This is an optimization exercise on Yosys and OpenROAD, whose aim is small area, not a production implementation.
Where RTL was checked, it was by simulation tests only, not by an equivalence proof against the original.
Function not checked in runs 1 and 2: the RTL went through the layout flow alone.
Power figures rest on the tool's default switching activity, not on a simulated workload.

--- design/flow/flow/run.sh ---
#!/bin/bash
# Standard ORFS layout (the standard.sh), with two placement/CTS options changed:
#  - port buffers use the smallest buffer cell instead of the default choice;
#  - clock tree built from clkbuf_8 cells, without dummy loads.
set -euo pipefail
export BUFFER_PORTS_ARGS="-buffer_cell sky130_fd_sc_hd__buf_1"
export CTS_ARGS="-sink_clustering_enable -repair_clock_nets -buf_list sky130_fd_sc_hd__clkbuf_8 -root_buf sky130_fd_sc_hd__clkbuf_8 -dont_use_dummy_load -sink_clustering_size 25"
bash standard.sh finish > make_finish.log 2>&1
--- design/flow/standard.sh ---
#!/bin/bash
# synth_recipe.tcl (not shown) runs the flow's synth.tcl, then flattens the netlist and writes it again
# the make line also repeats each setting of config.mk as NAME=value (left out here)
make -C /OpenROAD-flow-scripts/flow DESIGN_CONFIG=/design/flow/config.mk WORK_HOME=/design/flow/orfs CLKGATE_MAP_FILE= SYNTH_SCRIPT=/design/flow/synth_recipe.tcl "${@:-finish}"
--- design/flow/config.mk ---
export PLATFORM = sky130hd
export DESIGN_NAME = servoscale
export DESIGN_NICKNAME = servoscale
export VERILOG_FILES = /design/flow/design.v
export SDC_FILE = /design/flow/constraint.sdc
export NUM_CORES = 4
export LEC_CHECK = 0
export CAP_MARGIN = 20
export CORE_MARGIN = 2
export CORE_UTILIZATION = 40
export PLACE_DENSITY = 0.6
export SLEW_MARGIN = 20
--- design/flow/constraint.sdc ---
create_clock -name core_clock -period 100.0 [get_ports {clk}]
set_input_delay 20.0000 -clock core_clock [delete_from_list [all_inputs] [get_ports {clk}]]
set_output_delay 20.0000 -clock core_clock [all_outputs]
set_load 0.01 [all_outputs]
--- design/flow/design.v ---
module servoscale (
    input  wire        clk,
    input  wire        rst,
    input  wire        ppm_in,
    output wire        ppm_out,
    output wire [1:0]  ind,
    output wire        rear_en,
    output wire [15:0] raw_us,
    output wire        raw_strobe
);
    localparam [2:0] S_IDLE  = 3'b000;
    localparam [2:0] S_FWDL  = 3'b001;
    localparam [2:0] S_BRAKE = 3'b010;
    localparam [2:0] S_REV   = 3'b011;
    localparam [2:0] S_STOP  = 3'b100;
    localparam [2:0] S_FWDF  = 3'b101;
    localparam [2:0] S_CENT  = 3'b110;
    localparam [2:0] P_ALIGN = 3'd0;
    localparam [2:0] P_WAIT  = 3'd1;
    localparam [2:0] P_MEAS  = 3'd2;
    localparam [2:0] P_C1    = 3'd3;
    localparam [2:0] P_PRE   = 3'd4;
    localparam [2:0] P_DIV   = 3'd5;
    localparam [2:0] P_FIN   = 3'd6;
    localparam [2:0] P_EMIT  = 3'd7;
    reg  [2:0]  ph;
    reg  [15:0] A;
    reg  [14:0] K;
    reg  [13:0] R;
    reg  [3:0]  pc;
    reg  [3:0]  r;
    reg  [2:0]  S;
    reg  [4:0]  D;
    reg  [4:0]  B;
    assign ppm_out    = (ph == P_EMIT);
    assign raw_strobe = (ph == P_C1);
    assign raw_us     = {2'b00, R};
    assign ind        = {S[2] & S[1], S[0] & ~S[2]};
    assign rear_en    = S[1] & ~S[2];
    wire cent  = (S == S_CENT);
    wire fwd   = S[0] & ~S[1];
    wire sdone = (S == S_IDLE);          
    wire tick  = (pc == 4'd9);
    function automatic uge(input [15:0] x, input [15:0] c);    
        integer i;
        reg g;
        begin
            g = 1'b1;
            for (i = 0; i < 16; i = i + 1)
                g = c[i] ? (x[i] & g) : (x[i] | g);
            uge = g;
        end
    endfunction
    function automatic sge(input [15:0] x, input [15:0] c);    
        sge = uge(x ^ 16'h8000, c ^ 16'h8000);
    endfunction
    localparam [15:0] C1500 = 16'd1500;    
    reg         sK, sC1, sC2, dec, cin;
    wire [15:0] Ksx = {K[14], K};
    wire [15:0] Y   = ({16{sK}} & Ksx) | ({16{sC1}} & C1500) | ({16{sC2}} & ~C1500)
                    | {16{dec}};
    wire [16:0] cy;
    wire [15:0] sum;
    assign cy[0] = cin;
    genvar gi;
    generate
        for (gi = 0; gi < 16; gi = gi + 1) begin : g_add
            assign sum[gi]  = A[gi] ^ Y[gi] ^ cy[gi];
            assign cy[gi+1] = (A[gi] & Y[gi]) | (cy[gi] & (A[gi] ^ Y[gi]));
        end
    endgenerate
    wire        co  = cy[16];
    wire neg   = ~sge(sum, 16'd1461);        
    wire pos   = sge(sum, 16'd1540);         
    wire full  = sge(sum, 16'd1800);         
    wire mid   = ~neg & ~pos;
    wire dwell = D[2];                       
    wire plaus = ~uge({2'b00, R}, 16'd3001);  
    wire avail = (B < 5'd15);
    reg  [2:0] N;         
    always @(*) begin
        N = fwd ? S_FWDL : S;
        case (S)
            S_IDLE:          if (neg) N = S_REV;   else if (pos) N = S_FWDL;
            S_REV:           if (pos) N = S_FWDL;  else if (mid & dwell) N = S_IDLE;
            S_FWDL, S_FWDF:  if (neg) N = S_BRAKE; else if (mid & dwell) N = S_STOP;
            S_STOP:          if (pos) N = S_FWDL;  else if (neg) N = S_BRAKE;
            S_BRAKE:         if (pos) N = S_FWDL;  else if (mid & dwell) N = S_IDLE;
            default: ;
        endcase
    end
    wire       n_fwd  = (N == S_FWDL);
    wire       change = n_fwd ? ~fwd : (N != S);
    wire [2:0] S_new  = (n_fwd & full & avail) ? S_FWDF : N;
    wire       divide = (S_new == S_FWDL) | (S_new == S_REV);
    wire       sg = A[15];
    wire       b  = A[14] ^ sg;
    reg        qb;
    reg  [3:0] rn;
    always @(*) begin
        if (sdone) begin                       
            qb = (r >= 4'd5);
            rn = {(qb ? r[2:0] - 3'd5 : r[2:0]), b};
        end else if (S[1]) begin               
            qb = r[1] | (r[0] & b);
            rn = {2'b00, qb ? (r[1] ? {b, ~b} : 2'b00) : {r[0], b}};
        end else begin                         
            qb = r[2] | (r[1] & (r[0] | b));
            case ({r[2:0], b})
                4'b0000: rn = 4'd0;  4'b0001: rn = 4'd1;
                4'b0010: rn = 4'd2;  4'b0011: rn = 4'd3;
                4'b0100: rn = 4'd4;  4'b0101: rn = 4'd0;
                4'b0110: rn = 4'd1;  4'b0111: rn = 4'd2;
                4'b1000: rn = 4'd3;  4'b1001: rn = 4'd4;
                default: rn = 4'd0;
            endcase
        end
    end
    reg        ld, selR, selK, sh, wrK;
    reg [2:0]  ph_n;
    reg [3:0]  pc_n;
    always @(*) begin
        sK = 1'b0; sC1 = 1'b0; sC2 = 1'b0; dec = 1'b0; cin = 1'b0;
        ld = 1'b0; selR = 1'b0; selK = 1'b0; sh = 1'b0; wrK = 1'b0;
        ph_n = ph;
        pc_n = pc + 4'd1;
        case (ph)
            P_ALIGN: begin
                ld   = 1'b1;
                pc_n = 4'd0;
                if (!ppm_in) ph_n = P_WAIT;
            end
            P_WAIT: begin
                if (ppm_in) ph_n = P_MEAS;
                else        pc_n = 4'd0;
            end
            P_MEAS: begin
                if (ppm_in) begin
                    cin = tick;
                    if (tick) pc_n = 4'd0;
                end else begin
                    ph_n = P_C1;
                end
            end
            P_C1: begin
                sK   = 1'b1;
                pc_n = 4'd0;
                if (cent) begin
                    ld = 1'b1;
                    if (plaus && D >= 5'd20) begin
                        selK = 1'b1;
                        ph_n = P_DIV;
                    end else begin
                        selR = 1'b1;
                        wrK  = plaus && D >= 5'd10;
                        ph_n = P_EMIT;
                    end
                end else begin
                    ph_n = divide ? P_PRE : P_EMIT;
                end
            end
            P_PRE: begin
                pc_n = 4'd0;
                sC2  = 1'b1;
                cin  = sge(A, 16'd1500);
                ph_n = P_DIV;
            end
            P_DIV: begin
                sh = 1'b1;
                if (pc == 4'd15 || (sdone && pc == 4'd14)) ph_n = P_FIN;
            end
            P_FIN: begin
                pc_n = 4'd0;
                if (sdone) begin
                    cin  = sg | (r == 4'd9);
                    wrK  = 1'b1;
                    ld   = 1'b1;
                    selR = 1'b1;
                end else begin
                    sC1 = 1'b1;
                    cin = sg;
                end
                ph_n = P_EMIT;
            end
            default: begin   
                dec = tick;
                if (tick) begin
                    pc_n = 4'd0;
                    if (!co) ph_n = P_ALIGN;
                end
            end
        endcase
    end
    wire [15:0] ldval = ({2'b00, R} & {16{selR}}) | (~Ksx & {16{selK}});
    always @(posedge clk) begin
        pc <= pc_n;
        r  <= (ph == P_DIV) ? rn : 4'd0;
        if (ld)      A <= ldval;
        else if (sh) A <= {sg, A[13:0], qb ^ sg};
        else         A <= sum;
        if (rst) begin
            ph <= P_ALIGN;
            K  <= -15'sd15000;
            R  <= 14'd0;
            S  <= S_CENT;
            D  <= 5'd0;
            B  <= 5'd0;
        end else begin
            ph <= ph_n;
            if (wrK) K <= sum[14:0];
            if (ph == P_MEAS && !ppm_in) R <= A[13:0];
            if (ph == P_C1) begin
                if (cent) begin
                    if (!plaus) begin
                        if (D == 5'd0) D <= 5'd1;
                    end else if (D >= 5'd20) begin
                        S <= S_IDLE;
                        D <= 5'd1;
                    end else begin
                        D <= D + 5'd1;
                    end
                end else begin
                    S <= S_new;
                    if (change)      D <= 5'd1;
                    else if (!dwell) D <= D + 5'd1;
                    if (n_fwd) B <= (B >= 5'd14) ? 5'd30 : B + 5'd1;
                    else if (B != 5'd0) B <= B - 5'd1;
                end
            end
        end
    end
endmodule
==> results of run 1 <==
==> critical path: cells and delay by family <==
family,cells,cell delay (ps)
buffers and inverters,6,490
AO/OA/AOI/OAI,8,1450
adder cells (fa/ha/maj),16,5660
AND/OR/NAND/NOR,2,1100
==> layer usage <==
layer / routed length [um] / global-route usage (%) / vias to the layer above
met5: 0 / 0 / -
met2: 5480 / 34.7 / 104
li1: - / - / 1978
met1: 5240 / 25.6 / 1948
met3: 544 / 4.58 / 22
met4: 298 / 8.61 / 0
==> power breakdown <==
part	internal, mW	switching [mW]
Sequential	0.0280	0.000832
Combinational	0.00203	0.00424
Clock	0.00802	0.00979
==> final cells by class <==
class                   count  area (um2)  area share (%)
inverters                  41         154            3.33
clock buffers               9         124            2.68
repair buffers             24         103            2.22
multi-input cells         421        2680            57.9
well taps                 140         175            3.79
flip-flops and latches     69        1390            30.1
==> placed cells by master (no fill, tap or decap), drive strengths merged, types with 13 or more instances in the layout <==
cell type	n
a21oi	74
buf	23
dfxtp	68
fa	16
ha	13
inv	40
nand2	84
nor2	55
o211ai	20
o21ai	23
==> stage by stage <==
step | cells | hold slack (ps) | instance area [um2]
2_1_floorplan | 561 | 445 | 4360
3_3_place_gp | 695 | 461 | 4500
3_5_place_dp | 695 | 463 | 4500
4_1_cts | 704 | 477 | 4630
5_1_grt | 704 | 520 | 4630
6_report | 704 | 476 | 4630
==> cell families (layout without fill, tap and decap cells) <==
kind of cell / after synthesis / after routing / share of synthesized area (%)
AND/OR/NAND/NOR: 200 / 200 / 21.4
AO/OA/AOI/OAI: 179 / 179 / 26.4
buffers and inverters: 71 / 74 / 6.70
flip-flops: 69 / 69 / 32.0
adder cells (fa/ha/maj): 29 / 29 / 11.1
XOR/XNOR: 7 / 7 / 1.41
multiplexers: 4 / 4 / 0.920
other: 1 / 2 / 0.0862
==> final timing paths <==
path / slack, ps / end / start
max: 71570 / B[0] / ppm_in
min: 480 / A[0] / R[0]
max reg2reg: 89800 / B[0] / ph[1]
min reg2reg: 480 / A[0] / R[0]
==> flip-flops by register name, summed over array words and instances (netlist names), 4 cells and up <==
name,flops
r,4
pc,4
D,5
R,14
A,16
B,5
K,15
==> impl_results.md, run 1 <==
- Status: complete, no violations
- Post-CTS Setup Inserts: 0
- Vias per cell: 5.76
- Die Footprint: 11700 um2
- Grt total ovfl: 0
- GPL Wtd Cong: 0.994
- Startpoint types: primary input
- Layout Area Growth over Synthesis: 6.30%
- Inserted Diodes: 0
- Clock Latency Late Sink: 360 ps
- Pwr dens: 11.4 nW/um2
- CTS tree: done
- Flops & latches, synth: 69
- Total track usage: 20.7%
- Async SR Flop Fraction: 0%
- Detailed Routing Iterations Pass 1: 5
- Initial drt markers: 270
- Cells after Synth: 560
- Die height: 108 um
- Final Util: 43.0%
- Slew Limit Fails: 0
- Final WL: 11600 um
- Synthesized cell area: 4350 um2
- Starting Density: 40.5%
- Crit Path Category: in -> reg
- CTS Sinks: 69
- Leak: 1.64 nW
- CP most frequent cell: fa_1
- Routed length per instance: 16.4 um
- Syn. warnings: 1
- Synth top cells by count: nand2_1 (84), a21oi_1 (74), dfxtp_1 (68), nor2_1 (54), inv_1 (40)
- Post-DP HPWL: 8140 um
- Rows: 38
- Hold Crit Class: reg -> reg
- Top cells by area, synth: dfxtp_1 (31%), a21oi_1 (8.5%), fa_1 (7.4%)
- Final layout net count: 598
- Worst-path maximum fanout: 16
- Ys flop type: dfxtp_1
- Count leader, synth: nand2_1
- Syn avg cell area: 7.77 um2
- Worst EP required: 100270 ps
- Core region area: 10700 um2
- Post-synth top area share: 31.3%
- Vias in the first global route: 3918
- Cell taking the most area after synthesis: dfxtp_1
- H-tree depth: 3
- TritonCTS Buffers: 9
- Crit path largest cell delay: 630 ps
- Root Driver: clkbuf_8
- CTS Buffer Depth: 2
- Power consumption: 52.9 uW
- VDD IR max: 7.80 uV
- Max-cap violation count: 0
- CTS resizes: 0
- Post-route clock period utilization: 28.4%
- Pre-CTS setup slack: 71300 ps
- Slew @ Worst Pin: 918 ps
- RSZ-0062 raised after global routing: false
- CP Capture Type: flop
- Unique cell type count in the Yosys netlist: 64
- Total negative slack: 0 ps
- Post-DRT Antenna Nets: 0
- Die W: 108 um
- Final Hold Vio Count: 0
- Post-synth EDFFs: 1
- Clock-pin transition on the worst setup and hold timing paths: 70 ps
- Slew HR: 38.8%
- Top Ports: 24
- Endpoints failing setup: 0
- Final WS setup: 71570 ps
- DRC Markers: 0
- Via count: 4052
- CP max-delay cell: nor3_4
- Arr. time, crit path: 28700 ps
- Pin count of the biggest net entering global routing: 39
- Final Skew: 18.3 ps
- Max Fclk: 35.2 MHz
- Share of post-route cells with drive strength above 1: 4.43%
- Crit path time final: 28430 ps
- Hold_buf cts: 0
- Post-synthesis sequential area ratio: 32.0%
- Antenna violations before repair: 0
- Hold depth: 2
- Port bufs: 21
- R2r worst-path depth: 32
- FILL cells: 1144
- First-pass GRT wire length: 19000 um
==> inputs of run 2 (changes only) <==
==> design/flow/flow/run.sh (replaced) <==
#!/bin/bash
# Standard ORFS layout (the standard.sh), with two placement/CTS options changed:
#  - port buffers use the smallest buffer cell instead of the default choice;
#  - clock tree built from clkbuf_8 cells, without dummy loads.
set -euo pipefail
export BUFFER_PORTS_ARGS="-buffer_cell sky130_fd_sc_hd__buf_1"
export CTS_ARGS="-sink_clustering_enable -repair_clock_nets -buf_list sky130_fd_sc_hd__clkbuf_8 -root_buf sky130_fd_sc_hd__clkbuf_8 -dont_use_dummy_load"
bash standard.sh finish > make_finish.log 2>&1
==> run 2 against run 1 <==
  * Global-route usage did not move
  * Hold slack did not move
  * Largest power group unchanged
  * Clock power barely moved
  * Fmax did not move
  * Count of clock-buffer cells in the layout did not move
  * Core utilization did not move
  * First-iteration DRC count did not move
  * Sequential power barely moved
  * Sequential share of layout area did not move
==> impl_results.md, run 2 <==
- RSZ-0062 raised after global routing: false (unchanged)
- Max reg flops: 16 (unchanged)
- Detailed Routing Iterations Pass 1: 5 (unchanged)
- CTS Sinks: 69 (unchanged)
- Startpoint types: primary input (unchanged)
- Final Non-Filler Cells: 704 (unchanged)
- DRC Markers: 0 (unchanged)
- Hold_buf cts: 0 (unchanged)
- Syn. warnings: 1 (unchanged)
- H-tree depth: 3 (unchanged)
- Cells after Synth: 560 (unchanged)
- Unique cell type count in the Yosys netlist: 64 (unchanged)
- Die W: 108 um (unchanged)
- Total negative slack: 0 ps (unchanged)
- Final Skew: 18.3 ps (unchanged)
- Die Footprint: 11700 um2 (unchanged)
- Final WL: 11600 um (unchanged)
- Hold Crit Class: reg -> reg (unchanged)
- Final WS setup: 71570 ps (unchanged)
- FILL cells: 1144 (unchanged)
- Synth top cells by count: nand2_1 (84), a21oi_1 (74), dfxtp_1 (68), nor2_1 (54), inv_1 (40) (unchanged)
- Placed Cells: 695 (unchanged)
- Via count: 4052 (unchanged)
- Syn avg cell area: 7.77 um2 (unchanged)
- Cell taking the most area after synthesis: dfxtp_1 (unchanged)
- Slew @ Worst Pin: 918 ps (unchanged)
- Slew Limit Fails: 0 (unchanged)
- Top Ports: 24 (unchanged)
- Post-DRT Antenna Nets: 0 (unchanged)
- Arr. time, crit path: 28700 ps (about the same)
- Pwr dens: 11.4 nW/um2 (unchanged)
- Synthesized cell area: 4350 um2 (unchanged)
- Post-synthesis sequential area ratio: 32.0% (unchanged)
- Pre-CTS setup slack: 71300 ps (unchanged)
- TritonCTS Buffers: 9 (unchanged)
- Worst-path maximum fanout: 16 (unchanged)
- Die height: 108 um (unchanged)
- CP max-delay cell: nor3_4 (unchanged)
- Max Fclk: 35.2 MHz (unchanged)
- Core region area: 10700 um2 (unchanged)
- Final layout net count: 598 (unchanged)
- Leak: 1.64 nW (unchanged)
- Starting Density: 40.5% (unchanged)
- Most frequent cells in the layout: nand2_1 (84), a21oi_1 (74), dfxtp_1 (68), nor2_1 (54), inv_1 (40) (unchanged)
- Count leader, synth: nand2_1 (unchanged)
- Inserted Diodes: 0 (unchanged)
- Ys flop type: dfxtp_1 (unchanged)
- Async SR Flop Fraction: 0% (unchanged)
- Share of post-route cells with drive strength above 1: 4.43% (unchanged)
- Post-synth top area share: 31.3% (unchanged)
- Crit path largest cell delay: 630 ps (about the same)
- Final Hold Vio Count: 0 (unchanged)
- Routed length per instance: 16.4 um (unchanged)
- Total track usage: 20.7% (unchanged)
- CTS Buffer Depth: 2 (unchanged)
- Post-route cell area: 4630 um2 (unchanged)
- Endpoints failing setup: 0 (unchanged)
- Status: complete, no violations (unchanged)
- Placed cell area: 4500 um2 (unchanged)
- Post-synth EDFFs: 1 (unchanged)
- Antenna violations before repair: 0 (unchanged)
- Commonest non-fill, non-tap cell in the layout: nand2_1 (unchanged)
- CP Capture Type: flop (unchanged)
- Rows: 38 (unchanged)
- Flops & latches, synth: 69 (unchanged)
- Final Util: 43.0% (unchanged)
- Clock-pin transition on the worst setup and hold timing paths: 70 ps (about the same)
- Vias per cell: 5.76 (unchanged)
- VDD IR max: 7.80 uV (unchanged)
- Post-DP HPWL: 8140 um (unchanged)
- Top reg by flops: A (unchanged)
- Initial drt markers: 270 (unchanged)
- Slew HR: 38.8% (unchanged)
- CP most frequent cell: fa_1 (unchanged)
- Clock Latency Late Sink: 360 ps (about the same)
- Max-cap violation count: 0 (unchanged)
- Port bufs: 21 (unchanged)
- Largest regs: A: 16 flops, K: 15 flops, R: 14 flops (unchanged)
- CTS tree: done (unchanged)
- Crit Path Category: in -> reg (unchanged)
- Post-CTS Setup Inserts: 0 (unchanged)
- GPL Wtd Cong: 0.994 (unchanged)
- Worst EP required: 100270 ps (about the same)
- Root Driver: clkbuf_8 (unchanged)
- Top cells by area, synth: dfxtp_1 (31%), a21oi_1 (8.5%), fa_1 (7.4%) (unchanged)
- First-pass GRT wire length: 19000 um (unchanged)
- Grt total ovfl: 0 (unchanged)
- Vias in the first global route: 3918 (unchanged)
- Layout Area Growth over Synthesis: 6.30% (unchanged)
- Post-route clock period utilization: 28.4% (unchanged)
- Pin count of the biggest net entering global routing: 39 (unchanged)
- CTS resizes: 0 (unchanged)
- Crit path time final: 28430 ps (unchanged)
## run 2: final cells by class
cell class                      instances  area, um2  area share, %
Inverter                               41        154           3.33
Timing Repair Buffer                   24        103           2.22
Clock buffer                            9        124           2.68
Tap cell                              140        175           3.79
Sequential cell                        69       1390           30.1
Multi-Input combinational cell        421       2680           57.9
## run 2: where the power goes
part | switching [mW] | internal (mW) | total, mW | leakage, nW
clock network | 0.00979 | 0.00802 | 0.0178 | 0.0647
logic | 0.00424 | 0.00203 | 0.00627 | 1.01
registers | 0.000832 | 0.0280 | 0.0288 | 0.561
## run 2: worst paths after layout
path	depth (start not counted)	from	slack, ps	to
worst max-delay path	32	ppm_in	71570	B[0]
worst min-delay path	2	R[0]	480	A[0]
worst max register to register	32	ph[1]	89800	B[0]
worst min register to register	2	R[0]	480	A[0]
## run 2: logic make-up (layout without fill, tap and decap cells)
kind of cell,Yosys count,after routing,synth area share (%)
other,1,2,0.0862
buffers and inverters,71,74,6.70
adder cells (fa/ha/maj),29,29,11.1
flip-flops,69,69,32.0
AND/OR/NAND/NOR,200,200,21.4
XOR/XNOR,7,7,1.41
multiplexers,4,4,0.920
AO/OA/AOI/OAI,179,179,26.4
## run 2: routing by layer
| metal | global-route usage, % | vias to the layer above | wire length (um) |
|---|---|---|---|
| met3 | 4.58 | 22 | 544 |
| met2 | 34.7 | 104 | 5480 |
| li1 | - | 1978 | - |
| met5 | 0 | - | 0 |
| met1 | 25.6 | 1948 | 5240 |
| met4 | 8.61 | 0 | 298 |
## run 2: metrics by stage
step | total power, mW | hold slack [ps]
6_report | 0.0529 | 476
5_1_grt | 0.0550 | 520
4_1_cts | 0.0534 | 477
3_5_place_dp | 0.0356 | 463
3_3_place_gp | 0.0354 | 461
2_1_floorplan | 0.0341 | 445
## run 2: critical path, delay by kind of cell
family          cells  cell delay [ps]
buf+inv             6              490
simple gates        2             1100
fa+ha+maj          16             5660
compound gates      8             1450
==> inputs of run 3 (changes only) <==
--- a/design/flow/design.v
+++ b/design/flow/design.v
@@ -30,7 +30,7 @@
     reg  [3:0]  pc;
     reg  [3:0]  r;
     reg  [2:0]  S;
-    reg  [4:0]  D;
+    reg  [1:0]  Dw;
     reg  [4:0]  B;
     assign ppm_out    = (ph == P_EMIT);
     assign raw_strobe = (ph == P_C1);
@@ -74,7 +74,7 @@
     wire pos   = sge(sum, 16'd1540);         
     wire full  = sge(sum, 16'd1800);         
     wire mid   = ~neg & ~pos;
-    wire dwell = D[2];                       
+    wire dwell = &Dw;                        
     wire plaus = ~uge({2'b00, R}, 16'd3001);  
     wire avail = (B < 5'd15);
     reg  [2:0] N;         
@@ -116,12 +116,12 @@
             endcase
         end
     end
-    reg        ld, selR, selK, sh, wrK;
+    reg        ld, selR, sh, wrK;
     reg [2:0]  ph_n;
     reg [3:0]  pc_n;
     always @(*) begin
         sK = 1'b0; sC1 = 1'b0; sC2 = 1'b0; dec = 1'b0; cin = 1'b0;
-        ld = 1'b0; selR = 1'b0; selK = 1'b0; sh = 1'b0; wrK = 1'b0;
+        ld = 1'b0; selR = 1'b0; sh = 1'b0; wrK = 1'b0;
         ph_n = ph;
         pc_n = pc + 4'd1;
         case (ph)
@@ -147,12 +147,11 @@
                 pc_n = 4'd0;
                 if (cent) begin
                     ld = 1'b1;
-                    if (plaus && D >= 5'd20) begin
-                        selK = 1'b1;
-                        ph_n = P_DIV;
+                    if (plaus && B >= 5'd20) begin
+                        ph_n = P_PRE;
                     end else begin
                         selR = 1'b1;
-                        wrK  = plaus && D >= 5'd10;
+                        wrK  = plaus && B >= 5'd10;
                         ph_n = P_EMIT;
                     end
                 end else begin
@@ -161,8 +160,12 @@
             end
             P_PRE: begin
                 pc_n = 4'd0;
-                sC2  = 1'b1;
-                cin  = sge(A, 16'd1500);
+                if (sdone) begin
+                    sK  = 1'b1;
+                end else begin
+                    sC2 = 1'b1;
+                    cin = sge(A, 16'd1500);
+                end
                 ph_n = P_DIV;
             end
             P_DIV: begin
@@ -172,7 +175,7 @@
             P_FIN: begin
                 pc_n = 4'd0;
                 if (sdone) begin
-                    cin  = sg | (r == 4'd9);
+                    cin  = ~sg | (r == 4'd9);
                     wrK  = 1'b1;
                     ld   = 1'b1;
                     selR = 1'b1;
@@ -191,19 +194,19 @@
             end
         endcase
     end
-    wire [15:0] ldval = ({2'b00, R} & {16{selR}}) | (~Ksx & {16{selK}});
+    wire [15:0] ldval = {2'b00, R} & {16{selR}};
     always @(posedge clk) begin
         pc <= pc_n;
         r  <= (ph == P_DIV) ? rn : 4'd0;
         if (ld)      A <= ldval;
-        else if (sh) A <= {sg, A[13:0], qb ^ sg};
+        else if (sh) A <= {sg, A[13:0], qb ^ sg ^ sdone};
         else         A <= sum;
         if (rst) begin
             ph <= P_ALIGN;
             K  <= -15'sd15000;
             R  <= 14'd0;
             S  <= S_CENT;
-            D  <= 5'd0;
+            Dw <= 2'd0;
             B  <= 5'd0;
         end else begin
             ph <= ph_n;
@@ -212,17 +215,18 @@
             if (ph == P_C1) begin
                 if (cent) begin
                     if (!plaus) begin
-                        if (D == 5'd0) D <= 5'd1;
-                    end else if (D >= 5'd20) begin
-                        S <= S_IDLE;
-                        D <= 5'd1;
+                        if (B == 5'd0) B <= 5'd1;
+                    end else if (B >= 5'd20) begin
+                        S  <= S_IDLE;
+                        B  <= 5'd0;
+                        Dw <= 2'd0;
                     end else begin
-                        D <= D + 5'd1;
+                        B <= B + 5'd1;
                     end
                 end else begin
                     S <= S_new;
-                    if (change)      D <= 5'd1;
-                    else if (!dwell) D <= D + 5'd1;
+                    if (change)      Dw <= 2'd0;
+                    else if (!dwell) Dw <= Dw + 2'd1;
                     if (n_fwd) B <= (B >= 5'd14) ? 5'd30 : B + 5'd1;
                     else if (B != 5'd0) B <= B - 5'd1;
                 end
==> design/flow/flow/run.sh (replaced) <==
#!/bin/bash
# Standard ORFS layout (the standard.sh), with two placement/CTS options changed:
#  - port buffers use the smallest buffer cell instead of the default choice;
#  - clock tree built from clkbuf_16 cells, without dummy loads.
set -euo pipefail
export BUFFER_PORTS_ARGS="-buffer_cell sky130_fd_sc_hd__buf_1"
export CTS_ARGS="-sink_clustering_enable -repair_clock_nets -buf_list sky130_fd_sc_hd__clkbuf_16 -root_buf sky130_fd_sc_hd__clkbuf_16 -dont_use_dummy_load -sink_clustering_size 70 -sink_clustering_max_diameter 500"
bash standard.sh finish > make_finish.log 2>&1
==> run 3 against run 2 <==
  * Via count down 1.0%
  * Count of clock-buffer cells in the layout is the same
  * Setup slack lost 150 ps
  * Critical path type unchanged
  * Hold slack got worse by 18 ps
==> impl_results.md, run 3 <==
- Clock Latency Late Sink: 330 ps (was 360 ps)
- Pre-CTS setup slack: 71250 ps (was 71300 ps)
- Crit path time final: 28580 ps (was 28430 ps)
- Clock-pin transition on the worst setup and hold timing paths: 50 ps (was 70 ps)
- CP Capture Type: flop (unchanged)
- Die Footprint: 11500 um2 (was 11700 um2)
- Final Skew: 21.4 ps (was 18.3 ps)
- GPL Wtd Cong: 0.928 (was 0.994)
- Routed length per instance: 16.3 um (was 16.4 um)
- Rows: 37 (was 38)
- Startpoint types: primary input (unchanged)
- Most frequent cells in the layout: nand2_1 (95), dfxtp_1 (65), a21oi_1 (52), o21ai_0 (46), nor2_1 (43) (was nand2_1 (84), a21oi_1 (74), dfxtp_1 (68), nor2_1 (54), inv_1 (40))
- CTS Buffer Depth: 2 (unchanged)
- Top Ports: 24 (unchanged)
- VDD IR max: 9.01 uV (was 7.80 uV)
- Placed cell area: 4440 um2 (was 4500 um2)
- Post-DRT Antenna Nets: 0 (unchanged)
- Vias per cell: 5.73 (was 5.76)
- Slew @ Worst Pin: 713 ps (was 918 ps)
- Syn avg cell area: 7.62 um2 (was 7.77 um2)
- Share of post-route cells with drive strength above 1: 5.32% (was 4.43%)
- Hold Crit Class: reg -> reg (unchanged)
- Largest regs: A: 16 flops, K: 15 flops, R: 14 flops (unchanged)
- FILL cells: 1049 (was 1144)
- Max reg flops: 16 (unchanged)
- Post-synthesis sequential area ratio: 31.2% (was 32.0%)
- Max Fclk: 35.0 MHz (was 35.2 MHz)
- CP max-delay cell: fa_1 (was nor3_4)
- Final WS setup: 71420 ps (was 71570 ps)
- Worst-path maximum fanout: 5 (was 16)
- Final WL: 11400 um (was 11600 um)
- First-pass GRT wire length: 19100 um (was 19000 um)
- Pwr dens: 20.7 nW/um2 (was 11.4 nW/um2)
- Synth top cells by count: nand2_1 (95), dfxtp_1 (65), a21oi_1 (53), o21ai_0 (46), nor2_1 (43) (was nand2_1 (84), a21oi_1 (74), dfxtp_1 (68), nor2_1 (54), inv_1 (40))
- Post-CTS Setup Inserts: 0 (unchanged)
- Leak: 1.68 nW (was 1.64 nW)
- Antenna violations before repair: 0 (unchanged)
- Syn. warnings: 1 (unchanged)
- Endpoints failing setup: 0 (unchanged)
- Synthesized cell area: 4260 um2 (was 4350 um2)
- Async SR Flop Fraction: 0% (unchanged)
- Arr. time, crit path: 28820 ps (was 28700 ps)
- R2r worst-path depth: 32 (unchanged)
- Post-route clock period utilization: 28.6% (was 28.4%)
- Post-route cell area: 4660 um2 (was 4630 um2)
- Power consumption: 96.3 uW (was 52.9 uW)
- Hold depth: 1 (was 2)
- H-tree depth: 3 (unchanged)
- Initial drt markers: 233 (was 270)
- Commonest non-fill, non-tap cell in the layout: nand2_1 (unchanged)
- Cells after Synth: 559 (was 560)
- Post-synth EDFFs: 1 (unchanged)
- Pin count of the biggest net entering global routing: 33 (was 39)
- TritonCTS Buffers: 9 (unchanged)
- Unique cell type count in the Yosys netlist: 64 (unchanged)
- Status: complete, no violations (unchanged)
- CTS resizes: 0 (unchanged)
- Vias in the first global route: 3786 (was 3918)
- Slew HR: 52.5% (was 38.8%)
- Post-synth top area share: 30.5% (was 31.3%)
- CTS Sinks: 66 (was 69)
- Port bufs: 21 (unchanged)
- Flops & latches, synth: 66 (was 69)
- Top reg by flops: A (unchanged)
- Hold_buf cts: 0 (unchanged)
- Worst EP required: 100230 ps (was 100270 ps)
- CP most frequent cell: fa_1 (unchanged)
- Detailed Routing Iterations Pass 1: 5 (unchanged)
- Die height: 107 um (was 108 um)
- Total negative slack: 0 ps (unchanged)
- DRC Markers: 0 (unchanged)
- Via count: 4011 (was 4052)
- Root Driver: clkbuf_16 (was clkbuf_8)
- Layout Area Growth over Synthesis: 9.40% (was 6.30%)
- Crit Path Category: in -> reg (unchanged)
- Cell taking the most area after synthesis: dfxtp_1 (unchanged)
- Ys flop type: dfxtp_1 (unchanged)
- Die W: 107 um (was 108 um)
- Crit path largest cell delay: 580 ps (was 630 ps)
- Final Hold Vio Count: 0 (unchanged)
- Top cells by area, synth: dfxtp_1 (31%), nand2_1 (8.4%), fa_1 (7.5%) (was dfxtp_1 (31%), a21oi_1 (8.5%), fa_1 (7.4%))
- Final layout net count: 595 (was 598)
- Grt total ovfl: 0 (unchanged)
- Count leader, synth: nand2_1 (unchanged)
- Post-DP HPWL: 8190 um (was 8140 um)
- RSZ-0062 raised after global routing: false (unchanged)
- Core region area: 10300 um2 (was 10700 um2)
- Max-cap violation count: 0 (unchanged)
- Starting Density: 41.3% (was 40.5%)
- Worst R2R Setup Slack: 90170 ps (was 89800 ps)
- CTS tree: done (unchanged)
- Slew Limit Fails: 0 (unchanged)
- Inserted Diodes: 0 (unchanged)
- Total track usage: 21.0% (was 20.7%)
[run 3: cells by family (layout without fill, tap and decap cells)]
kind of cell / after synthesis / count (layout) / share of synthesized area [%]
multiplexers: 2 / 2 / 0.470
XOR/XNOR: 9 / 9 / 1.85
AO/OA/AOI/OAI: 177 / 177 / 26.1
adder cells (fa/ha/maj): 26 / 26 / 10.5
flip-flops: 66 / 66 / 31.2
AND/OR/NAND/NOR: 209 / 209 / 23.5
buffers and inverters: 69 / 73 / 6.31
other: 1 / 2 / 0.0880
[run 3: final timing paths]
path              startpoint    end
setup / recovery      ppm_in   B[2]
hold / removal         Dw[0]  Dw[0]
setup reg to reg        S[1]   B[2]
hold reg to reg        Dw[0]  Dw[0]
[run 3: final cells by class]
| type | instances | area (um2) | area share [%] |
|---|---|---|---|
| Tap cell | 136 | 170 | 3.65 |
| Inverter | 36 | 135 | 2.90 |
| Sequential cell | 66 | 1330 | 28.6 |
| Clock buffer | 9 | 225 | 4.83 |
| Multi-Input combinational cell | 425 | 2670 | 57.2 |
| Timing Repair Buffer | 28 | 131 | 2.82 |
[run 3: worst max-delay path, delay by kind of cell]
family | cells | cell delay [ps]
adders and majority gates | 15 | 5410
AOI/OAI and AO/OA | 7 | 1460
and+or+nand+nor | 4 | 1450
buffers and inverters | 6 | 510
[run 3: report_power, final]
| group | internal [mW] | total (mW) | switching [mW] |
|---|---|---|---|
| sequential | 0.0291 | 0.0332 | 0.00407 |
| combinational | 0.0134 | 0.0368 | 0.0234 |
| clock | 0.0157 | 0.0263 | 0.0105 |
| total | 0.0583 | 0.0963 | 0.0380 |
[run 3: per-stage QoR]
stage / std cells / utilization (%) / hold WS (ps)
after CTS: 700 / 45.1 / 463
after global placement: 691 / 42.9 / 438
final: 700 / 45.1 / 458
after detailed placement: 691 / 43.0 / 452
after global routing: 700 / 45.1 / 483
after floorplan: 560 / - / 428
[run 3: layer usage]
layer | share of wire (%) | global-route usage [%]
met1 | 48 | 29.7
met2 | 45 | 32.3
met3 | 4.7 | 4.07
met4 | 1.4 | 6.31
met5 | 0 | 0
==> inputs of run 4 (changes only) <==
==> design/flow/flow/run.sh (replaced) <==
#!/bin/bash
# Standard ORFS layout (the standard.sh), with two placement/CTS options changed:
#  - port buffers use the smallest buffer cell instead of the default choice;
#  - clock tree built from clkbuf_8 cells, without dummy loads.
set -euo pipefail
export BUFFER_PORTS_ARGS="-buffer_cell sky130_fd_sc_hd__buf_1"
export CTS_ARGS="-sink_clustering_enable -repair_clock_nets -buf_list sky130_fd_sc_hd__clkbuf_8 -root_buf sky130_fd_sc_hd__clkbuf_8 -dont_use_dummy_load -sink_clustering_size 30 -sink_clustering_max_diameter 200"
bash standard.sh finish > make_finish.log 2>&1
==> run 4 against run 3 <==
  * Still clean on timing, DRC and antenna
  * Synthesized area did not move
  * Fmax rose by 0.19%
  * Synthesized cell count did not move
  * Global-route usage fell by 0.087 points
  * Sequential cell count did not move
  * Non-clock buffer count did not move
  * Critical path type unchanged
  * Largest cell class unchanged
==> impl_results.md, run 4 <==
- CP max-delay cell: fa_1 (unchanged)
- Synthesized cell area: 4260 um2 (unchanged)
- Die Footprint: 11500 um2 (unchanged)
- Post-synth EDFFs: 1 (unchanged)
- Most frequent cells in the layout: nand2_1 (95), dfxtp_1 (65), a21oi_1 (52), o21ai_0 (46), nor2_1 (43) (unchanged)
- CTS Buffer Depth: 2 (unchanged)
- Final Hold Vio Count: 0 (unchanged)
- CTS tree: done (unchanged)
- TritonCTS Buffers: 9 (unchanged)
- Sequential cell area: 1330 um2 (unchanged)
- Layout Area Growth over Synthesis: 7.02% (was 9.40%)
- Vias per cell: 5.72 (was 5.73)
- Commonest non-fill, non-tap cell in the layout: nand2_1 (unchanged)
- Final Util: 44.2% (was 45.1%)
- Worst EP required: 100220 ps (was 100230 ps)
- CTS resizes: 0 (unchanged)
- Max reg flops: 16 (unchanged)
- CP Capture Type: flop (unchanged)
- Total track usage: 20.9% (was 21.0%)
- Async SR Flop Fraction: 0% (unchanged)
- Crit path largest cell delay: 530 ps (was 580 ps)
- Max-cap violation count: 0 (unchanged)
- Pwr dens: 19.2 nW/um2 (was 20.7 nW/um2)
- Clock Latency Late Sink: 350 ps (was 330 ps)
- Via count: 4003 (was 4011)
- Leak: 1.63 nW (was 1.68 nW)
- H-tree depth: 3 (unchanged)
- Pre-CTS setup slack: 71250 ps (unchanged)
- Worst-path maximum fanout: 8 (was 5)
- Top reg by flops: A (unchanged)
- Status: complete, no violations (unchanged)
- Pin count of the biggest net entering global routing: 33 (unchanged)
- Hold Crit Class: reg -> reg (unchanged)
- Synth top cells by count: nand2_1 (95), dfxtp_1 (65), a21oi_1 (53), o21ai_0 (46), nor2_1 (43) (unchanged)
- Arr. time, crit path: 28750 ps (was 28820 ps)
- Final layout net count: 595 (unchanged)
- Antenna violations before repair: 0 (unchanged)
- RSZ-0062 raised after global routing: false (unchanged)
- Final WL: 11400 um (about the same)
- Cell taking the most area after synthesis: dfxtp_1 (unchanged)
- CTS Sinks: 66 (unchanged)
- Rows: 37 (unchanged)
- Final Non-Filler Cells: 700 (unchanged)
- Placed Cells: 691 (unchanged)
- Post-CTS Setup Inserts: 0 (unchanged)
- FILL cells: 1058 (was 1049)
- Top Ports: 24 (unchanged)
- Multi-input logic area: 2670 um2 (unchanged)
- Post-synthesis sequential area ratio: 31.2% (unchanged)
- Crit Path Category: in -> reg (unchanged)
- Endpoints failing setup: 0 (unchanged)
- Hold_buf cts: 0 (unchanged)
- Placed cell area: 4440 um2 (unchanged)
- Top cells by area, synth: dfxtp_1 (31%), nand2_1 (8.4%), fa_1 (7.5%) (unchanged)
- Root Driver: clkbuf_8 (was clkbuf_16)
- Clock-pin transition on the worst setup and hold timing paths: 70 ps (was 50 ps)
- Max Fclk: 35.1 MHz (was 35.0 MHz)
- Count leader, synth: nand2_1 (unchanged)
- Post-DP HPWL: 8190 um (unchanged)
- Largest regs: A: 16 flops, K: 15 flops, R: 14 flops (unchanged)
- Initial drt markers: 299 (was 233)
- Cells after Synth: 559 (unchanged)
- Final WS setup: 71470 ps (was 71420 ps)
- Unique cell type count in the Yosys netlist: 64 (unchanged)
- Slew Limit Fails: 0 (unchanged)
- First-pass GRT wire length: 19000 um (was 19100 um)
- Share of post-route cells with drive strength above 1: 5.32% (unchanged)
- Detailed Routing Iterations Pass 1: 6 (was 5)
- Post-synth top area share: 30.5% (unchanged)
- Startpoint types: primary input (unchanged)
- Total negative slack: 0 ps (unchanged)
- Crit path time final: 28530 ps (was 28580 ps)
- Syn. warnings: 1 (unchanged)
- Syn avg cell area: 7.62 um2 (unchanged)
- GPL Wtd Cong: 0.928 (unchanged)
- Slew @ Worst Pin: 736 ps (was 713 ps)
- CP most frequent cell: fa_1 (unchanged)
- Routed length per instance: 16.3 um (about the same)
- Power consumption: 87.4 uW (was 96.3 uW)
- Slew HR: 50.9% (was 52.5%)
- Ys flop type: dfxtp_1 (unchanged)
- DRC Markers: 0 (unchanged)
- Port bufs: 21 (unchanged)
- Vias in the first global route: 3746 (was 3786)
- Die height: 107 um (unchanged)
- Flops & latches, synth: 66 (unchanged)
- Final Skew: 26.0 ps (was 21.4 ps)
- Inserted Diodes: 0 (unchanged)
- Final Hold Slack: 459 ps (was 458 ps)
- Post-route cell area: 4560 um2 (was 4660 um2)
- Starting Density: 41.3% (unchanged)
- Post-route clock period utilization: 28.5% (was 28.6%)
- Post-DRT Antenna Nets: 0 (unchanged)
- Grt total ovfl: 0 (unchanged)
- VDD IR max: 8.63 uV (was 9.01 uV)
- Core region area: 10300 um2 (unchanged)
- Die W: 107 um (unchanged)
==> run 4: cell types whose count changed in the layout (fill, tap and decap cells not counted) <==
cell,delta
clkbuf_16,-9
clkbuf_8,+9
==> run 4: final timing paths <==
check | start | end | cells past startpoint | slack [ps]
hold / removal | A[8] | R[8] | 2 | 460
setup / recovery | ppm_in | B[0] | 33 | 71470
hold reg to reg | A[8] | R[8] | 2 | 460
setup reg to reg | S[1] | B[0] | 33 | 90200
==> run 4: worst max-delay path: cells and delay by family <==
family | cells | cell delay, ps
fa+ha+maj | 16 | 5680
compound gates | 6 | 1530
simple gates | 4 | 950
buf+inv | 7 | 590
==> run 4: cells by family after synthesis <==
family	count (synthesis)	share of synthesized area, %
simple gates	209	23.5
compound gates	177	26.1
buf+inv	69	6.31
flops	66	31.2
fa+ha+maj	26	10.5
xor+xnor	9	1.85
mux	2	0.470
other cells	1	0.0880
==> run 4: layer usage <==
metal	track usage [%]	share of wire, %	vias to the layer above	wire, um
li1	-	-	1965	-
met1	29.8	48	1892	5540
met2	31.7	45	127	5120
met3	4.32	5.0	19	568
met4	6.12	1.6	0	185
met5	0	0	-	0
==> run 4: area by class of cell <==
cell class | instances | area share (%)
clock buffers | 9 | 2.72
inverters | 36 | 2.96
multi-input cells | 425 | 58.5
flip-flops and latches | 66 | 29.2
well taps | 136 | 3.73
repair buffers | 28 | 2.88
==> run 4: report_power, final <==
| part | internal, mW | switching [mW] | leakage [nW] | total [mW] |
|---|---|---|---|---|
| sequential | 0.0291 | 0.00406 | 0.538 | 0.0332 |
| clock | 0.00803 | 0.00946 | 0.0647 | 0.0175 |
| combinational | 0.0134 | 0.0234 | 1.03 | 0.0367 |
| total | 0.0505 | 0.0369 | 1.63 | 0.0874 |
==> inputs of run 5 (changes only) <==
==> design/flow/flow/run.sh (replaced) <==
#!/bin/bash
# Standard ORFS layout (the standard.sh), with two placement/CTS options changed:
#  - port buffers use the smallest buffer cell instead of the default choice;
#  - clock tree built from clkbuf_8 cells, without dummy loads.
set -euo pipefail
export BUFFER_PORTS_ARGS="-buffer_cell sky130_fd_sc_hd__buf_1"
export CTS_ARGS="-sink_clustering_enable -repair_clock_nets -buf_list sky130_fd_sc_hd__clkbuf_4 -root_buf sky130_fd_sc_hd__clkbuf_8 -dont_use_dummy_load -sink_clustering_size 10"
bash standard.sh finish > make_finish.log 2>&1
==> run 5 against run 4 <==
  * First-iteration DRC count stayed put
  * Clock power about the same
  * Largest power group unchanged
  * Register-to-register slack is essentially flat
  * Via count stayed put
  * Largest cell class unchanged
  * Final cell count unchanged
  * Clock skew unchanged
  * Sequential power about the same
  * Highest routed layer unchanged
==> impl_results.md, run 5 <==
- Status: complete, no violations (unchanged)
- Root Driver: clkbuf_8 (unchanged)
- Clock Latency Late Sink: 350 ps (about the same)
- Syn. warnings: 1 (unchanged)
- Slew Limit Fails: 0 (unchanged)
- Via count: 4003 (unchanged)
- Syn avg cell area: 7.62 um2 (unchanged)
- Hold depth: 2 (unchanged)
- Clock-pin transition on the worst setup and hold timing paths: 70 ps (about the same)
- Cell taking the most area after synthesis: dfxtp_1 (unchanged)
- CTS tree: done (unchanged)
- Antenna violations before repair: 0 (unchanged)
- Synthesized cell area: 4260 um2 (unchanged)
- Hold Startpoint: A[8] (unchanged)
- Crit Path Category: in -> reg (unchanged)
- Die Footprint: 11500 um2 (unchanged)
- Die W: 107 um (unchanged)
- Final WL: 11400 um (unchanged)
- CP Buf/Inv Count: 7 (unchanged)
- Max reg flops: 16 (unchanged)
- Largest regs: A: 16 flops, K: 15 flops, R: 14 flops (unchanged)
- Vias per cell: 5.72 (unchanged)
- Detailed Routing Iterations Pass 1: 6 (unchanged)
- Rows: 37 (unchanged)
- Critical R2R Launch: S[1] (unchanged)
- Initial drt markers: 299 (unchanged)
- Max Fclk: 35.1 MHz (unchanged)
- Final Skew: 26.0 ps (unchanged)
- Synth top cells by count: nand2_1 (95), dfxtp_1 (65), a21oi_1 (53), o21ai_0 (46), nor2_1 (43) (unchanged)
- Layout Area Growth over Synthesis: 7.02% (unchanged)
- Placed cell area: 4440 um2 (unchanged)
- Flops & latches, synth: 66 (unchanged)
- Post-synth top area share: 30.5% (unchanged)
- Worst R2R Setup Slack: 90200 ps (about the same)
- GPL Wtd Cong: 0.928 (unchanged)
- Commonest non-fill, non-tap cell in the layout: nand2_1 (unchanged)
- Async SR Flop Fraction: 0% (unchanged)
- Max-cap violation count: 0 (unchanged)
- Vias in the first global route: 3746 (unchanged)
- Post-route cell area: 4560 um2 (unchanged)
- Top reg by flops: A (unchanged)
- Slew HR: 50.9% (unchanged)
- Unique cell type count in the Yosys netlist: 64 (unchanged)
- CP most frequent cell: fa_1 (unchanged)
- Grt total ovfl: 0 (unchanged)
- Startpoint types: primary input (unchanged)
- Arr. time, crit path: 28750 ps (about the same)
- Inserted Diodes: 0 (unchanged)
- Endpoints failing setup: 0 (unchanged)
- Top cells by area, synth: dfxtp_1 (31%), nand2_1 (8.4%), fa_1 (7.5%) (unchanged)
- Total track usage: 20.9% (unchanged)
- Worst-path maximum fanout: 8 (unchanged)
- Final layout net count: 595 (unchanged)
- First-pass GRT wire length: 19000 um (unchanged)
- Hold Crit Class: reg -> reg (unchanged)
- Ys flop type: dfxtp_1 (unchanged)
- Post-synth EDFFs: 1 (unchanged)
- Pwr dens: 19.2 nW/um2 (unchanged)
- R2r worst-path depth: 33 (unchanged)
- Core region area: 10300 um2 (unchanged)
- Die height: 107 um (unchanged)
- Post-CTS Setup Inserts: 0 (unchanged)
- RSZ-0062 raised after global routing: false (unchanged)
- CP max-delay cell: fa_1 (unchanged)
- Share of post-route cells with drive strength above 1: 5.32% (unchanged)
- Final Util: 44.2% (unchanged)
- CTS resizes: 0 (unchanged)
- Slew @ Worst Pin: 736 ps (unchanged)
- CTS Buffer Depth: 2 (unchanged)
- Count leader, synth: nand2_1 (unchanged)
- TritonCTS Buffers: 9 (unchanged)
- Top Ports: 24 (unchanged)
- Post-DRT Antenna Nets: 0 (unchanged)
- Hold_buf cts: 0 (unchanged)
- Port bufs: 21 (unchanged)
- Crit path launch: ppm_in (unchanged)
- Post-synthesis sequential area ratio: 31.2% (unchanged)
- Routed length per instance: 16.3 um (unchanged)
- Hold EP: R[8] (unchanged)
- Post-DP HPWL: 8190 um (unchanged)
- CP Capture Type: flop (unchanged)
- Pin count of the biggest net entering global routing: 33 (unchanged)
- Total negative slack: 0 ps (unchanged)
- Most frequent cells in the layout: nand2_1 (95), dfxtp_1 (65), a21oi_1 (52), o21ai_0 (46), nor2_1 (43) (unchanged)
- DRC Markers: 0 (unchanged)
- Power consumption: 87.4 uW (unchanged)
- Cells after Synth: 559 (unchanged)
- Crit path time final: 28530 ps (unchanged)
- R2R Path End: B[0] (unchanged)
- H-tree depth: 3 (unchanged)
- Leak: 1.63 nW (unchanged)
- Final Hold Vio Count: 0 (unchanged)
- VDD IR max: 8.63 uV (unchanged)
- Worst EP required: 100220 ps (about the same)
- CTS Sinks: 66 (unchanged)
- Starting Density: 41.3% (unchanged)
- Final Hold Slack: 459 ps (unchanged)
- Family with the most delay on the worst path: adder cells (unchanged)
- Crit path largest cell delay: 530 ps (about the same)
- Post-route clock period utilization: 28.5% (unchanged)
==> run 5: cell counts after synthesis <==
Identical to the previous run, type by type.
==> run 5: area by class of cell <==
| cell class | instances | area, um2 |
|---|---|---|
| inverter | 36 | 135 |
| clock buffer | 9 | 124 |
| timing repair buffer | 28 | 131 |
| multi-input combinational | 425 | 2670 |
| sequential | 66 | 1330 |
| fill | 1058 | 5760 |
| tap | 136 | 170 |
==> run 5: kinds of logic after synthesis <==
family,Yosys count,share of synthesized area (%)
and+or+nand+nor,209,23.5
AOI/OAI and AO/OA,177,26.1
buffers and inverters,69,6.31
DFF,66,31.2
adders and majority gates,26,10.5
xor gates and xnor gates,9,1.85
muxes,2,0.470
other,1,0.0880
==> run 5: worst max-delay path by stage <==
stage	to	slack, ps	depth (start not counted)
finish	B[0]	71470	33
CTS	ph[0]	71550	32
global route	B[3]	71030	33
floorplan	B[3]	72020	31
global placement	B[3]	71360	33
detailed placement	B[0]	71250	33
==> run 5: worst min-delay path: cells and delay by family, from the launching register on <==
family             cells  cell delay [ps]
AOI/OAI and AO/OA      1               50
DFF                    1              320
and+or+nand+nor        1               50
==> run 5: stage by stage <==
| step | instances | setup WS (ps) |
|---|---|---|
| floorplan | 560 | 72020 |
| global placement | 691 | 71360 |
| detailed placement | 691 | 71250 |
| CTS | 700 | 71550 |
| global route | 700 | 71030 |
| finish | 700 | 71470 |
==> run 5: layer usage <==
layer | vias to the layer above | part of all wire [%] | global-route usage [%]
li1 | 1965 | - | -
met5 | - | 0 | 0
met4 | 0 | 1.6 | 6.12
met2 | 127 | 45 | 31.7
met3 | 19 | 5.0 | 4.32
met1 | 1892 | 48 | 29.8
==> run 5: where the power goes <==
group	switching [mW]	internal, mW
combinational	0.0234	0.0134
sequential	0.00406	0.0291
clock	0.00946	0.00803
total	0.0369	0.0505
==> inputs of run 6 (changes only) <==
==> design/flow/flow/run.sh (replaced) <==
#!/bin/bash
# Standard ORFS layout (the standard.sh), with two placement/CTS options changed:
#  - port buffers use the smallest buffer cell instead of the default choice;
#  - clock tree built from clkbuf_8 cells, without dummy loads.
set -euo pipefail
export BUFFER_PORTS_ARGS="-buffer_cell sky130_fd_sc_hd__buf_1"
export CTS_ARGS="-repair_clock_nets -buf_list sky130_fd_sc_hd__clkbuf_8 -root_buf sky130_fd_sc_hd__clkbuf_8 -dont_use_dummy_load"
bash standard.sh finish > make_finish.log 2>&1
==> run 6 against run 5 <==
  * First-iteration DRC count stayed put
  * Final cell count did not move
  * Synthesized cell count stayed put
  * Wire length did not move
  * Count of clock-buffer cells in the layout did not move
  * Critical path depth unchanged
  * Total power unchanged
  * Largest cell class unchanged
  * Clock skew unchanged
  * Clock power is essentially flat
  * Setup slack is the same
==> impl_results.md, run 6 <==
- Final Skew: 26.0 ps (unchanged)
- Syn avg cell area: 7.62 um2 (unchanged)
- Max Fclk: 35.1 MHz (unchanged)
- Inserted Diodes: 0 (unchanged)
- Sequential cell area: 1330 um2 (unchanged)
- Top reg by flops: A (unchanged)
- Post-synth top area share: 30.5% (unchanged)
- Detailed Routing Iterations Pass 1: 6 (unchanged)
- Final WL: 11400 um (unchanged)
- Cell taking the most area after synthesis: dfxtp_1 (unchanged)
- Mux cell area share after synthesis: 0.470% (unchanged)
- CTS tree: done (unchanged)
- Complex-gate fraction of the synthesized area: 26.1% (unchanged)
- Routed length per instance: 16.3 um (unchanged)
- Total track usage: 20.9% (unchanged)
- Status: complete, no violations (unchanged)
- Synth Area in Simple Gates: 23.5% (unchanged)
- Vias per cell: 5.72 (unchanged)
- Max reg flops: 16 (unchanged)
- Final Hold Slack: 459 ps (unchanged)
- Clock Latency Late Sink: 350 ps (about the same)
- Startpoint types: primary input (unchanged)
- Initial drt markers: 299 (unchanged)
- Port bufs: 21 (unchanged)
- Final Hold Vio Count: 0 (unchanged)
- Largest regs: A: 16 flops, K: 15 flops, R: 14 flops (unchanged)
- Starting Density: 41.3% (unchanged)
- Core region area: 10300 um2 (unchanged)
- Hold depth: 2 (unchanged)
- Hold Crit Class: reg -> reg (unchanged)
- FILL cells: 1058 (unchanged)
- Synthesized cell area: 4260 um2 (unchanged)
- Endpoints failing setup: 0 (unchanged)
- Count leader, synth: nand2_1 (unchanged)
- TritonCTS Buffers: 9 (unchanged)
- Arr. time, crit path: 28750 ps (about the same)
- Slew HR: 50.9% (unchanged)
- Crit path largest cell delay: 530 ps (about the same)
- Share of post-route cells with drive strength above 1: 5.32% (unchanged)
- Ys flop type: dfxtp_1 (unchanged)
- Total negative slack: 0 ps (unchanged)
- Post-DP HPWL: 8190 um (unchanged)
- Post-route clock period utilization: 28.5% (unchanged)
- Pin count of the biggest net entering global routing: 33 (unchanged)
- CP Capture Type: flop (unchanged)
- RSZ-0062 raised after global routing: false (unchanged)
- DRC Markers: 0 (unchanged)
- GPL Wtd Cong: 0.928 (unchanged)
- Antenna violations before repair: 0 (unchanged)
- First-pass GRT wire length: 19000 um (unchanged)
- Synth top cells by count: nand2_1 (95), dfxtp_1 (65), a21oi_1 (53), o21ai_0 (46), nor2_1 (43) (unchanged)
- Die W: 107 um (unchanged)
- Root Driver: clkbuf_8 (unchanged)
- Leak: 1.63 nW (unchanged)
- Die height: 107 um (unchanged)
- Most frequent cells in the layout: nand2_1 (95), dfxtp_1 (65), a21oi_1 (52), o21ai_0 (46), nor2_1 (43) (unchanged)
- Top cells by area, synth: dfxtp_1 (31%), nand2_1 (8.4%), fa_1 (7.5%) (unchanged)
- CTS resizes: 0 (unchanged)
- CP max-delay cell: fa_1 (unchanged)
- Via count: 4003 (unchanged)
- Max-cap violation count: 0 (unchanged)
- R2r worst-path depth: 33 (unchanged)
- Largest family of logic cells by synthesized area: compound AO/OA/AOI/OAI gates (unchanged)
- Unique cell type count in the Yosys netlist: 64 (unchanged)
- Final layout net count: 595 (unchanged)
- Post-Synth Adder-Cell Area: 10.5% (unchanged)
- CP most frequent cell: fa_1 (unchanged)
- Vias in the first global route: 3746 (unchanged)
- Post-DRT Antenna Nets: 0 (unchanged)
- VDD IR max: 8.63 uV (unchanged)
- Post-CTS Setup Inserts: 0 (unchanged)
- Post-synthesis sequential area ratio: 31.2% (unchanged)
- Grt total ovfl: 0 (unchanged)
- Crit path time final: 28530 ps (unchanged)
- Flops & latches, synth: 66 (unchanged)
- Worst-path maximum fanout: 8 (unchanged)
- Rows: 37 (unchanged)
- H-tree depth: 3 (unchanged)
- Die Footprint: 11500 um2 (unchanged)
- Cells after Synth: 559 (unchanged)
- Syn. warnings: 1 (unchanged)
- Synth Area in XOR/XNOR: 1.85% (unchanged)
- Top Ports: 24 (unchanged)
- Layout Area Growth over Synthesis: 7.02% (unchanged)
- Worst EP required: 100220 ps (about the same)
- Crit Path Category: in -> reg (unchanged)
- Clock-pin transition on the worst setup and hold timing paths: 70 ps (about the same)
- Slew @ Worst Pin: 736 ps (unchanged)
- Post-synth EDFFs: 1 (unchanged)
- Multi-input logic area: 2670 um2 (unchanged)
- Commonest non-fill, non-tap cell in the layout: nand2_1 (unchanged)
- Hold_buf cts: 0 (unchanged)
- Pwr dens: 19.2 nW/um2 (unchanged)
- Slew Limit Fails: 0 (unchanged)
- CTS Buffer Depth: 2 (unchanged)
- CTS Sinks: 66 (unchanged)
- Async SR Flop Fraction: 0% (unchanged)
run 6: final timing paths:
check	startpoint	to	slack [ps]
worst max-delay path	ppm_in	B[0]	71470
worst min-delay path	A[8]	R[8]	460
worst max register to register	S[1]	B[0]	90200
worst min register to register	A[8]	R[8]	460
run 6: cells by family (layout without fill, tap and decap cells):
logic type,after synthesis,count (layout)
compound gates,177,177
xor+xnor,9,9
fa+ha+maj,26,26
buf+inv,69,73
flops,66,66
mux,2,2
other cells,1,2
simple gates,209,209
run 6: metal layers:
| metal | GRT usage, % | vias up | wire [um] |
|---|---|---|---|
| li1 | - | 1965 | - |
| met1 | 29.8 | 1892 | 5540 |
| met2 | 31.7 | 127 | 5120 |
| met3 | 4.32 | 19 | 568 |
| met4 | 6.12 | 0 | 185 |
| met5 | 0 | - | 0 |
run 6: cell type report:
| cell class | count | share of cell area [%] |
|---|---|---|
| Multi-Input combinational cell | 425 | 58.5 |
| Sequential cell | 66 | 29.2 |
| Clock buffer | 9 | 2.72 |
| Timing Repair Buffer | 28 | 2.88 |
| Tap cell | 136 | 3.73 |
| Inverter | 36 | 2.96 |
run 6: power breakdown:
| part | total, mW | switching, mW | internal (mW) | leakage, nW |
|---|---|---|---|---|
| Sequential | 0.0332 | 0.00406 | 0.0291 | 0.538 |
| Clock | 0.0175 | 0.00946 | 0.00803 | 0.0647 |
| Combinational | 0.0367 | 0.0234 | 0.0134 | 1.03 |
run 6: through the flow:
step	instances	setup slack (ps)	util, %	power, mW	area, um2
after floorplan	560	72020	-	0.0608	4260
after global placement	691	71360	42.9	0.0697	4430
after detailed placement	691	71250	43.0	0.0697	4440
after CTS	700	71550	44.2	0.0875	4560
after global routing	700	71030	44.2	0.0937	4560
final	700	71470	44.2	0.0874	4560
run 6: critical path, delay by kind of cell:
family	cells	cell delay, ps
buf+inv	7	590
fa+ha+maj	16	5680
simple gates	4	950
compound gates	6	1530
==> inputs of run 7 (changes only) <==
==> design/flow/flow/run.sh (replaced) <==
#!/bin/bash
# Layout flow: the standard ORFS flow (standard.sh) with three changes.
#  1. After the standard synthesis, its combinational logic is re-mapped for
#     area by ABC (flow/reopt.sh); registers, full adders and tie cells are
#     kept exactly as the standard synthesis made them.
#  2. Port buffers use the smallest buffer cell (buf_1).
#  3. The clock tree is built from clkbuf_8 cells, without dummy loads.
# Each tool's output goes to a log file of its own in this folder.
set -euo pipefail
W=$(pwd)
RES=$W/orfs/results/sky130hd/servoscale/base
export BUFFER_PORTS_ARGS="-buffer_cell sky130_fd_sc_hd__buf_1"
export CTS_ARGS="-sink_clustering_enable -repair_clock_nets -buf_list sky130_fd_sc_hd__clkbuf_8 -root_buf sky130_fd_sc_hd__clkbuf_8 -dont_use_dummy_load"
bash standard.sh synth > log_1_synth.log 2>&1
cp $RES/1_2_yosys.v $W/synth_standard.v
bash flow/reopt.sh $W/synth_standard.v $W/synth_reopt.v ${FLOW_TOP:-servoscale} $W/log_2_reopt.log
cp $W/synth_reopt.v $RES/1_2_yosys.v
rm -f $RES/1_synth.odb $RES/1_synth.sdc
bash standard.sh finish > log_3_finish.log 2>&1
==> design/flow/flow/abc_area.scr (new file) <==
strash
&get -n
&st
&dch -f
&nf -a -R 1000
&put
topo
==> design/flow/flow/reopt.sh (new file) <==
#!/bin/bash
# usage: reopt.sh in.v out.v top log
set -euo pipefail
here=$(cd "$(dirname "$0")" && pwd)
in=$1; out=$2; top=$3; log=$4
FH=${FLOW_HOME:-/OpenROAD-flow-scripts/flow}
LIB=$FH/platforms/sky130hd/lib/sky130_fd_sc_hd__tt_025C_1v80.lib
YOSYS=$FH/../tools/install/yosys/bin/yosys
DU=$(grep -o 'sky130_fd_sc_hd__lpflow[a-z0-9_]*\|sky130_fd_sc_hd__probe[a-z0-9_]*' $FH/platforms/sky130hd/config.mk | sort -u | sed 's/^/-dont_use /' | tr '\n' ' ')
KEEP=$(grep -o 'sky130_fd_sc_hd__[a-z0-9_]*' $in | sort -u | grep -E 'df|fa_|conb' | sed 's/^/setattr -mod -set keep_hierarchy 1 /')
sed -e "s|@LIB@|$LIB|g" -e "s|@IN@|$in|" -e "s|@OUT@|$out|" -e "s|@TOP@|$top|g" -e "s|@DONTUSE@|$DU|" -e "s|@SCRIPT@|$here/abc_area.scr|" $here/reopt.ys.in | awk -v k="$KEEP" '{ if ($0=="@KEEP@") print k; else print }' > $(dirname $log)/reopt.ys
$YOSYS -s $(dirname $log)/reopt.ys > $log 2>&1
==> design/flow/flow/reopt.ys.in (new file) <==
# Area-oriented re-mapping of the standard synthesis's combinational logic.
# Registers, full adders and tie cells are kept as they are (same instances,
# names and cell types); everything else is re-mapped by ABC for area.
read_liberty -overwrite -setattr liberty_cell -ignore_miss_func @LIB@
read_verilog @IN@
hierarchy -top @TOP@
@KEEP@
flatten
opt_clean
abc -liberty @LIB@ @DONTUSE@ -script @SCRIPT@
opt_clean -purge
hilomap -singleton -hicell sky130_fd_sc_hd__conb_1 HI -locell sky130_fd_sc_hd__conb_1 LO
splitnets
opt_clean -purge
insbuf -buf sky130_fd_sc_hd__buf_4 A X
opt_clean -purge
stat -liberty @LIB@
select -module @TOP@
write_verilog -noattr -nohex -nodec -selected @OUT@
==> run 7 against run 6 <==
  * Still clean on timing, DRC and antenna
  * Cell area down 10%
  * Count of clock-buffer cells in the layout is the same
  * Setup slack got worse by 530 ps
  * Register-to-register slack lost 970 ps
  * Global-route usage down 0.19 points
  * Combinational power rose by 4%
  * Hold slack better by 2.4 ps
  * Non-clock buffer count shrank 1
  * Final cell count is 12% lower
  * Core utilization grew 0.16 points
  * Clock power about the same
==> impl_results.md, run 7 <==
- Status: complete, no violations (unchanged)
- Worst-path maximum fanout: 8 (unchanged)
- Most frequent cells in the layout: dfxtp_1 (65), a21oi_1 (62), nor2_1 (57), nand2_1 (39), o21ai_0 (31) (was nand2_1 (95), dfxtp_1 (65), a21oi_1 (52), o21ai_0 (46), nor2_1 (43))
- Slew HR: 34.9% (was 50.9%)
- Synthesized cell area: 3790 um2 (was 4260 um2)
- Worst EP required: 100260 ps (was 100220 ps)
- Combinational share of power: 41.9% (was 42.0%)
- Post-route clock period utilization: 29.1% (was 28.5%)
- Pre-CTS setup slack: 70790 ps (was 71250 ps)
- Max reg flops: 16 (unchanged)
- Slew Limit Fails: 0 (unchanged)
- Port bufs: 21 (unchanged)
- CP max-delay cell: o31ai_1 (was fa_1)
- Rows: 35 (was 37)
- Starting Density: 41.0% (was 41.3%)
- CTS Sinks: 66 (unchanged)
- Root Driver: clkbuf_8 (unchanged)
- Worst R2R Setup Slack: 89230 ps (was 90200 ps)
- Max Fclk: 34.4 MHz (was 35.1 MHz)
- CP Capture Type: flop (unchanged)
- Final Util: 44.3% (was 44.2%)
- R2r worst-path depth: 37 (was 33)
- Hold_buf cts: 0 (unchanged)
- Leak: 1.44 nW (was 1.63 nW)
- Final WS setup: 70940 ps (was 71470 ps)
- Final layout net count: 511 (was 595)
- Placed cell area: 3970 um2 (was 4440 um2)
- Pwr dens: 22.1 nW/um2 (was 19.2 nW/um2)
- Switching Fraction: 42.4% (was 42.2%)
- Core region area: 9240 um2 (was 10300 um2)
- Final Hold Slack: 462 ps (was 459 ps)
- CTS resizes: 0 (unchanged)
- Clock Latency Late Sink: 350 ps (about the same)
- Total negative slack: 0 ps (unchanged)
- Syn avg cell area: 8.09 um2 (was 7.62 um2)
- Total track usage: 20.7% (was 20.9%)
- Crit path time final: 29060 ps (was 28530 ps)
- Final Hold Vio Count: 0 (unchanged)
- CP most frequent cell: fa_1 (unchanged)
- Die Footprint: 10300 um2 (was 11500 um2)
- Final WL: 9870 um (was 11400 um)
- Cells after Synth: 469 (was 559)
- Sw power: 38.4 uW (was 36.9 uW)
- Final Non-Filler Cells: 619 (was 700)
- Max-cap violation count: 0 (unchanged)
- Layout Area Growth over Synthesis: 7.98% (was 7.02%)
- Endpoints failing setup: 0 (unchanged)
- Clock-pin transition on the worst setup and hold timing paths: 70 ps (about the same)
- FILL cells: 935 (was 1058)
run 7: cell types whose count changed in the layout (fill, tap and decap cells not counted), moves of 5 or more:
cell	before	now
a211oi_1	17	22
a21o_1	7	14
a21oi_1	52	62
and3_1	0	6
clkinv_1	0	28
ha_1	10	0
inv_1	36	0
nand2_1	95	39
nor2_1	43	57
o211ai_1	7	0
o21ai_0	46	31
o21ai_1	6	0
or2_0	0	6
run 7: area by class of cell:
class	count	area (um2)	share of cell area (%)
flip-flops and latches	66	1330	32.5
multi-input cells	360	2250	54.9
repair buffers	27	125	3.06
well taps	129	161	3.94
clock buffers	9	124	3.02
inverters	28	105	2.57
run 7: worst max path at each step:
stage | slack (ps) | to
after detailed placement | 70790 | B[2]
after CTS | 71100 | B[2]
final | 70940 | B[2]
after global placement | 71090 | B[2]
after global routing | 70480 | B[2]
after floorplan | 71790 | B[2]
run 7: power groups by stage:
| stage | clock [mW] | sequential (mW) | combinational, mW |
|---|---|---|---|
| finish | 0.0175 | 0.0352 | 0.0380 |
| global route | 0.0187 | 0.0359 | 0.0428 |
| CTS | 0.0177 | 0.0352 | 0.0377 |
| detailed placement | 0 | 0.0358 | 0.0375 |
| global placement | 0 | 0.0357 | 0.0368 |
| floorplan | 0 | 0.0344 | 0.0292 |
run 7: worst max-delay path, delay by kind of cell:
kind / cells / cell delay [ps]
AO/OA/AOI/OAI: 7 / 1800
adder cells (fa/ha/maj): 15 / 5340
AND/OR/NAND/NOR: 7 / 1690
buffers and inverters: 5 / 490
run 7: metal layers:
| layer | share of wire (%) | global-route usage (%) | vias to the layer above | wire (um) |
|---|---|---|---|---|
| met5 | 0 | 0 | - | 0 |
| met1 | 46 | 28.7 | 1703 | 4590 |
| li1 | - | - | 1744 | - |
| met4 | 1.6 | 6.55 | 0 | 161 |
| met3 | 5.5 | 3.59 | 20 | 539 |
| met2 | 46 | 33.0 | 140 | 4580 |

## static timing again, ports no longer ideal
No port has a modelled driver above. Below, the same layouts with a new extraction and two added sets of constraints. Step 1 assumes that a clkbuf_16 drives the clock port and a buf_2 every other input. Step 2 times the ports against the registers' clock, not the clock port: input delays grow and output delays shrink by t, the midpoint of the rising clock arrivals with the driver on. a / b / c = ideal ports / drivers / drivers and shift; a / b = the first two.
run | shift t [ns] | slack for setup (ns)
run 1 | 0.389 | 71.566 / 71.579 / 71.191
run 2 | 0.389 | 71.566 / 71.579 / 71.191
run 3 | 0.362 | 71.416 / 71.433 / 71.070
run 4 | 0.372 | 71.471 / 71.483 / 71.111
run 5 | 0.372 | 71.471 / 71.483 / 71.111
run 6 | 0.372 | 71.471 / 71.483 / 71.111
run 7 | 0.372 | 70.940 / 70.947 / 70.575
After both steps every run listed still meets setup and hold.
